Background: an optimization exercise with open tools, aiming at small area, a short achievable clock period and few clock cycles per item. Do not read the settings as production practice. In this exercise RTL edits were held to simulation tests only and were not proved equivalent to the original. Power is estimated from default activity; no workload was simulated.

==> try-lagoon <==
==> flow/design.v <==
module bmr_blockrot (
    input  wire        clk,
    input  wire        rst,         
    input  wire        in_valid,
    output wire        in_ready,
    input  wire [63:0] in_data,
    input  wire        in_tpose,    
    output wire        out_valid,
    input  wire        out_ready,
    output wire [63:0] out_data
);
    reg [5:0]  phi;                 
    reg        ino;                 
    reg [6:0]  m;                   
    reg        inop;                
    reg        odv;                 
    reg        dop;                 
    reg        rev;                 
    reg [5:0]  rc;                  
    reg        ins;                 
    reg        rdy;                 
    reg [63:0] rd;                  
    reg        rt;                  
    reg        rv;                  
    reg [63:0] oh, ot;              
    reg        ohv, otv;
    wire revc = rev || (odv && otv);        
    wire adv  = !revc;                      
    wire dlv  = adv && odv;                 
    wire idle = ino && (m == 7'd0) && !odv;
    wire opop = ohv && out_ready;
    wire in_fire = in_valid && rdy;
    wire        op_in = (m == 7'd0) ? rt : inop;
    wire [63:0] rp;                         
    genvar gl, gi;
    generate
        for (gl = 0; gl < 64; gl = gl + 1) begin : g_rp
            assign rp[gl] = op_in ? rd[63 - gl] : rd[gl ^ 7];
        end
    endgenerate
    wire [6:0] m_a   = m + {6'd0, ins};
    wire       inop_a = (ins && m == 7'd0) ? rt : inop;
    wire       fend  = adv && (phi == 6'd63) && !idle;
    wire [5:0] phi_n = (idle && !ins) ? 6'd0 : adv ? phi + 6'd1 : phi;
    wire       ino_n = fend ? (!ino || m_a == 7'd64 || m_a == 7'd0) : ino;
    wire [6:0] m_n   = (fend && ino && (m_a == 7'd64 || m_a == 7'd0)) ? 7'd0 : m_a;
    wire       odv_n = fend ? (ino && m_a == 7'd64) : odv;
    wire       rev_n = rev ? (rc != 6'd63) : revc;
    wire       otv_n = otv ? !opop : (dlv && ohv && !opop);
    wire       rv_n  = in_fire || (rv && !ins);
    wire       adv_n = !(rev_n || (odv_n && otv_n));
    wire       ins_n = adv_n && ino_n && (m_n[5:0] == phi_n) && !m_n[6] && rv_n;
    wire       rdy_n = !rv_n || ins_n;
    wire [63:0] w;                          
    wire [63:0] x;                          
    wire [63:0] y;                          
    wire [63:0] z;                          
    assign x = ins ? rp : w;
    wire [63:0] yr;
    generate
        for (gl = 0; gl < 64; gl = gl + 1) begin : g_rev
            assign yr[gl] = y[(64 - gl) % 64];
        end
    endgenerate
    wire [127:0] yy = {yr, yr};
    assign z = yy[(7'd64 - {1'b0, phi}) +: 64];
    generate
        for (gl = 0; gl < 64; gl = gl + 1) begin : g_lane
            reg [63-gl:0] u;                
            if (gl == 0) begin : g_s0
                assign y[0] = x[0];
                always @(posedge clk)
                    u <= {u[62:0], (adv ? z[0] : w[0])};
            end else begin : g_s
                reg [gl-1:0] s;             
                assign y[gl] = s[gl-1];
                if (gl == 1) begin : g_s1
                    always @(posedge clk) s <= x[gl];
                end else begin : g_sn
                    always @(posedge clk) s <= {s[gl-2:0], x[gl]};
                end
                if (gl == 63) begin : g_u1
                    always @(posedge clk) u <= (adv ? z[gl] : s[gl-1]);
                end else begin : g_un
                    always @(posedge clk) u <= {u[62-gl:0], (adv ? z[gl] : s[gl-1])};
                end
            end
            assign w[gl] = u[63-gl];
        end
    endgenerate
    wire [63:0] ex;                         
    generate
        for (gl = 0; gl < 64; gl = gl + 1) begin : g_out
            assign ex[gl] = dop ? w[63 - gl] : w[gl ^ 56];
        end
    endgenerate
    wire       oh_ot   = otv && opop;
    wire       oh_ex   = !otv && dlv && (!ohv || opop);
    wire       oh_keep = !oh_ot && !oh_ex;
    always @(posedge clk) begin
        if (rdy) begin
            rd <= in_data;
            rt <= in_tpose;
        end
        if (!otv && dlv && ohv && !opop) ot <= ex;
        oh <= ({64{oh_ot}} & ot) | ({64{oh_ex}} & ex) | ({64{oh_keep}} & oh);
        if (rst) begin
            phi <= 6'd0; ino <= 1'b1; m <= 7'd0; inop <= 1'b0;
            odv <= 1'b0; dop <= 1'b0; rev <= 1'b0; rc <= 6'd0;
            ins <= 1'b0; rdy <= 1'b1; rv <= 1'b0;
            ohv <= 1'b0; otv <= 1'b0;
        end else begin
            phi  <= phi_n;
            ino  <= ino_n;
            m    <= m_n;
            inop <= inop_a;
            odv  <= odv_n;
            if (fend && ino && m_a == 7'd64) dop <= inop_a;
            rev  <= rev_n;
            rc   <= rev ? rc + 6'd1 : 6'd1;
            ins  <= ins_n;
            rdy  <= rdy_n;
            rv   <= rv_n;
            otv  <= otv_n;
            if (!otv && dlv) begin
                if (!ohv || opop) ohv <= 1'b1;
            end else if (opop) begin
                ohv <= otv;
            end
        end
    end
    assign in_ready  = rdy;
    assign out_valid = ohv;
    assign out_data  = oh;
endmodule
==> flow/flow/run.sh <==
#!/bin/bash
set -euo pipefail
export SETUP_SLACK_MARGIN=5.5
bash standard.sh > standard.log 2>&1
==> flow/standard.sh <==
#!/bin/bash
# synth_recipe.tcl (not shown) runs the flow's synth.tcl, then flattens the netlist and writes it again
# the make line also repeats each setting of config.mk as NAME=value (left out here)
make -C /OpenROAD-flow-scripts/flow DESIGN_CONFIG=/design/flow/config.mk WORK_HOME=/design/flow/orfs CLKGATE_MAP_FILE= SYNTH_SCRIPT=/design/flow/synth_recipe.tcl "${@:-finish}"
==> flow/config.mk <==
export PLATFORM = sky130hd
export DESIGN_NAME = bmr_blockrot
export DESIGN_NICKNAME = bmr_blockrot
export VERILOG_FILES = /design/flow/design.v
export SDC_FILE = /design/flow/constraint.sdc
export NUM_CORES = 4
export LEC_CHECK = 0
export CAP_MARGIN = 20
export CORE_MARGIN = 2
export CORE_UTILIZATION = 65
export CTS_CLUSTER_DIAMETER = 80
export CTS_CLUSTER_SIZE = 28
export PLACE_DENSITY = 0.75
export SLEW_MARGIN = 20
export TNS_END_PERCENT = 100
==> flow/constraint.sdc <==
create_clock -name core_clock -period 8.0 [get_ports {clk}]
set_input_delay 1.6000 -clock core_clock [delete_from_list [all_inputs] [get_ports {clk}]]
set_output_delay 1.6000 -clock core_clock [all_outputs]
set_load 0.01 [all_outputs]
==> inputs of try-umber, as changes to try-lagoon <==
==> flow/run.sh (new file) <==
#!/bin/bash
# synth_recipe.tcl (not shown) runs the flow's synth.tcl, then flattens the netlist and writes it again
# the make line also repeats each setting of config.mk as NAME=value (left out here)
make -C /OpenROAD-flow-scripts/flow DESIGN_CONFIG=/design/flow/config.mk WORK_HOME=/design/flow/orfs CLKGATE_MAP_FILE= SYNTH_SCRIPT=/design/flow/synth_recipe.tcl finish
SETUP_SLACK_MARGIN = 5   (was default)
removed: flow/flow/run.sh
removed: flow/standard.sh
==> inputs of try-juniper, as changes to try-lagoon <==
==> flow/run.sh (new file) <==
#!/bin/bash
# synth_recipe.tcl (not shown) runs the flow's synth.tcl, then flattens the netlist and writes it again
# the make line also repeats each setting of config.mk as NAME=value (left out here)
make -C /OpenROAD-flow-scripts/flow DESIGN_CONFIG=/design/flow/config.mk WORK_HOME=/design/flow/orfs CLKGATE_MAP_FILE= SYNTH_SCRIPT=/design/flow/synth_recipe.tcl finish
CTS_CLUSTER_DIAMETER = 100   (was 80)
CTS_CLUSTER_SIZE = 30   (was 28)
SETUP_SLACK_MARGIN = 5   (was default)
removed: flow/flow/run.sh
removed: flow/standard.sh
==> inputs of try-delta, as changes to try-lagoon <==
==> flow/run.sh (new file) <==
#!/bin/bash
# synth_recipe.tcl (not shown) runs the flow's synth.tcl, then flattens the netlist and writes it again
# the make line also repeats each setting of config.mk as NAME=value (left out here)
make -C /OpenROAD-flow-scripts/flow DESIGN_CONFIG=/design/flow/config.mk WORK_HOME=/design/flow/orfs CLKGATE_MAP_FILE= SYNTH_SCRIPT=/design/flow/synth_recipe.tcl finish
CORE_UTILIZATION = 75   (was 65)
PLACE_DENSITY = 0.85   (was 0.75)
SETUP_SLACK_MARGIN = 5   (was default)
removed: flow/flow/run.sh
removed: flow/standard.sh
==> comparison table <==
metric                                                                try-umber     try-juniper      try-lagoon       try-delta
Run status                                                       finished clean  finished clean  finished clean  finished clean
Met2 Resource Use GR                                                      0.424           0.433           0.415           0.590
Mean number of vias per cell                                               5.09            5.06            5.06            5.79
Met3 layer usage reported by global route                                0.0433          0.0420          0.0475          0.0945
Clock Power Share                                                         0.230           0.221           0.218           0.227
Multi-input combinational cell area                                   9730 um^2       9710 um^2      11100 um^2       9810 um^2
Cells resized by post-CTS repair                                            440             427             713             506
Logic pwr share                                                           0.105           0.105           0.141           0.112
Signal buffers share of area                                             0.0191          0.0192          0.0356          0.0205
Clock-pin transition on the worst setup and hold timing paths           0.10 ns         0.11 ns         0.12 ns         0.11 ns
Total wirelength of the detailed-routed design                        199000 um       202000 um       194000 um       246000 um
Clock network area share                                                 0.0473          0.0429          0.0446          0.0453
Number of detailed-routing iterations run before antenna repair               5               5               6               7
Testbench counts of try-lagoon, summed over its fixed seeds: cycles 8,720, blocks 128.
Testbench counts of try-umber, summed over its fixed seeds: cycles 8,720, blocks 128.
Testbench counts of try-juniper, summed over its fixed seeds: cycles 8,720, blocks 128.
Testbench counts of try-delta, summed over its fixed seeds: cycles 8,720, blocks 128.

[port drivers added, routing unchanged]
Ports are ideal in the flow. The routed layouts listed here were re-timed in OpenROAD.
Step 1 sets driving cells, clkbuf_16 on the clock port and buf_2 on the other inputs (assumed; they add their load-dependent delay and slew).
Step 2 times the ports against the registers' clock, not the clock port: input delays grow and output delays shrink by t, the midpoint of the rising clock arrivals with the driver on.
a / b / c = ideal ports / drivers / drivers and shift; a / b = the first two.
run	shift t [ns]	setup slack, ns	slew at the worst register clock pin (ns)
try-lagoon	0.919	4.983 / 4.897 / 4.625	0.12 / 0.12
try-umber	0.897	4.989 / 4.902 / 4.211	0.11 / 0.11
try-juniper	0.893	4.982 / 4.896 / 4.176	0.12 / 0.12
try-delta	0.925	4.571 / 4.571 / 4.029	0.12 / 0.12
After both steps every run listed still meets setup and hold. The setup slack of try-juniper, which loses most, moves by -0.086 ns with the drivers and by -0.806 ns with both steps.
